This is an optimization exercise on Yosys and OpenROAD, whose aim is a short achievable clock period and few clock cycles, not a production implementation. In this exercise RTL edits were held to simulation tests only and were not proved equivalent to the original. Power and IR drop assume default switching activity.

// raster_block
module raster_block (
    input  wire        clk,
    input  wire        rst,           
    input  wire        reg_valid,
    input  wire        reg_write,
    input  wire [5:0]  reg_addr,
    input  wire [31:0] reg_wdata,
    output reg  [31:0] reg_rdata,
    output wire        reg_berr,
    output wire        pix_re,
    output wire [15:0] pix_addr,
    input  wire [7:0]  pix_rdata,
    output wire        bmp_re,
    output wire        bmp_we,
    output wire [12:0] bmp_addr,
    output wire [7:0]  bmp_wdata,
    input  wire [7:0]  bmp_rdata,
    output wire        out_we,
    output wire [14:0] out_addr,
    output wire [7:0]  out_wdata,
    output wire        busy_o
);
Size in the first run: ~7,500 cells after synthesis, roughly 1,300 flip-flops, ~160 I/O pins, ~69,000 um2 of cells after synthesis.
==> flow/config.mk <==
export PLATFORM = sky130hd
export DESIGN_NAME = raster_block
export DESIGN_NICKNAME = raster_block
export VERILOG_FILES = /design/flow/design.v
export SDC_FILE = /design/flow/constraint.sdc
export NUM_CORES = 4
export LEC_CHECK = 0
export ABC_CLOCK_PERIOD_IN_PS = 5000
export CAP_MARGIN = 20
export CORE_MARGIN = 2
export CORE_UTILIZATION = 40
export PLACE_DENSITY = 0.6
export SLEW_MARGIN = 20
==> flow/constraint.sdc <==
create_clock -name core_clock -period 11.0 [get_ports {clk}]
set_input_delay 2.2000 -clock core_clock [delete_from_list [all_inputs] [get_ports {clk}]]
set_output_delay 2.2000 -clock core_clock [all_outputs]
set_load 0.01 [all_outputs]
standard.sh (not shown) runs the stock make flow with config.mk's settings and CLKGATE_MAP_FILE= SYNTH_SCRIPT=/design/flow/synth_recipe.tcl, a recipe that flattens the netlist after the stock synthesis.
==> flow/flow/run.sh <==
#!/bin/bash
set -euo pipefail
bash standard.sh SETUP_SLACK_MARGIN=6.5 \
  "PLACE_PINS_ARGS=-group_pins {reg_valid reg_berr reg_addr* reg_rdata*}" \
  finish > standard_flow.log 2>&1
Testbench counts at the start, summed over its fixed seeds: cycles 1,103,036.
Then changed:
--- a/flow/design.v
+++ b/flow/design.v
@@ -51,44 +51,50 @@
     reg        busy, done, errf, ovr;
     reg [15:0] err;
     reg [31:0] width, height, thresh, bmp_w, bmp_h;
     reg [14:0] out_len;        
     reg [31:0] pending;
     wire [7:0] op = pending[7:0];
     reg [31:0] p_width, p_height, p_bmp_w, p_bmp_h;
     reg [7:0]  p_thresh;
     reg        p_thr;
     wire addr_ok = (reg_addr[1:0] == 2'b00) && (reg_addr <= A_OUTCAP);
     assign reg_berr = reg_valid && !addr_ok;
     wire wr = reg_valid && reg_write && addr_ok;
-    wire [15:0] rsel;
-    genvar gi;
-    generate
-        for (gi = 0; gi < 16; gi = gi + 1) begin : g_rsel
-            assign rsel[gi] = (reg_addr[5:2] == gi);
-        end
-    endgenerate
+    reg [31:0] rd_g0, rd_g1, rd_g2;
     always @(*) begin
-        reg_rdata = ({32{rsel[1]}}  & {28'd0, ovr, errf, done, busy}) |
-                    ({32{rsel[2]}}  & {16'd0, err}) |
-                    ({32{rsel[3]}}  & width) |
-                    ({32{rsel[4]}}  & height) |
-                    ({32{rsel[5]}}  & thresh) |
-                    ({32{rsel[6]}}  & bmp_w) |
-                    ({32{rsel[7]}}  & bmp_h) |
-                    ({32{rsel[8]}}  & {3'd0, bmp_w[31:3]}) |
-                    ({32{rsel[9]}}  & {17'd0, out_len}) |
-                    ({32{rsel[10]}} & PIX_CAP) |
-                    ({32{rsel[11]}} & BMP_CAP) |
-                    ({32{rsel[12]}} & OUT_CAP);
+        case (reg_addr[3:2])
+            2'd0: rd_g0 = 32'd0;
+            2'd1: rd_g0 = {28'd0, ovr, errf, done, busy};
+            2'd2: rd_g0 = {16'd0, err};
+            default: rd_g0 = width;
+        endcase
+        case (reg_addr[3:2])
+            2'd0: rd_g1 = height;
+            2'd1: rd_g1 = thresh;
+            2'd2: rd_g1 = bmp_w;
+            default: rd_g1 = bmp_h;
+        endcase
+        case (reg_addr[3:2])
+            2'd0: rd_g2 = {3'd0, bmp_w[31:3]};
+            2'd1: rd_g2 = {17'd0, out_len};
+            2'd2: rd_g2 = PIX_CAP;
+            default: rd_g2 = BMP_CAP;
+        endcase
+        case (reg_addr[5:4])
+            2'd0: reg_rdata = rd_g0;
+            2'd1: reg_rdata = rd_g1;
+            2'd2: reg_rdata = rd_g2;
+            default: reg_rdata = OUT_CAP;
+        endcase
     end
     function [7:0] hex_char(input [3:0] n);
         hex_char = (n < 4'd10) ? (8'h30 + {4'd0, n}) : (8'h37 + {4'd0, n});
     endfunction
     function [2:0] ndig(input [16:0] n);
         if (n >= 17'd10000)     ndig = 3'd5;
         else if (n >= 17'd1000) ndig = 3'd4;
         else if (n >= 17'd100)  ndig = 3'd3;
         else if (n >= 17'd10)   ndig = 3'd2;
         else                    ndig = 3'd1;
     endfunction
     function [15:0] pp2(input [13:0] b, input [1:0] h);
Result: The new run went through all stages and came out clean. Routed wire length drops by 1.8%. Core utilization shrinks by 0.48 points. Sequential power is higher by about 3%. Via count fell by about 1.4%. Setup slack gains 0.11 ns. Final cell count goes down by about 1.3%. Fmax goes up by about 1.8%. Power went up by 7.7%. Register-to-register slack gains 0.26 ns.
Testbench counts after the change, summed over its fixed seeds: cycles 1,103,036.

what the ideal ports hide:
In the flow no input, the clock included, has a driving cell. The finished layouts below were timed again as built, in two steps. Step 1 sets driving cells, clkbuf_16 on the clock port and buf_2 on the other inputs (assumed; they add their load-dependent delay and slew). Step 2 also shifts input and output timing later by t, the mid clock arrival at the registers, as if the neighbouring blocks saw the same clock. Slacks: ideal / step 1 / step 2; pairs: ideal / step 1.
run | t, ns | setup slack, ns | hold slack, ns
the first run | 0.895 | 5.153 / 5.097 / 5.097 | 0.319 / 0.319 / 0.319
the second run | 0.861 | 5.258 / 5.180 / 5.180 | 0.300 / 0.300 / 0.300
After both steps every run listed still meets setup and hold. For the second run, which loses most, drivers alone change the setup slack by -0.078 ns; drivers and shift together by -0.078 ns.
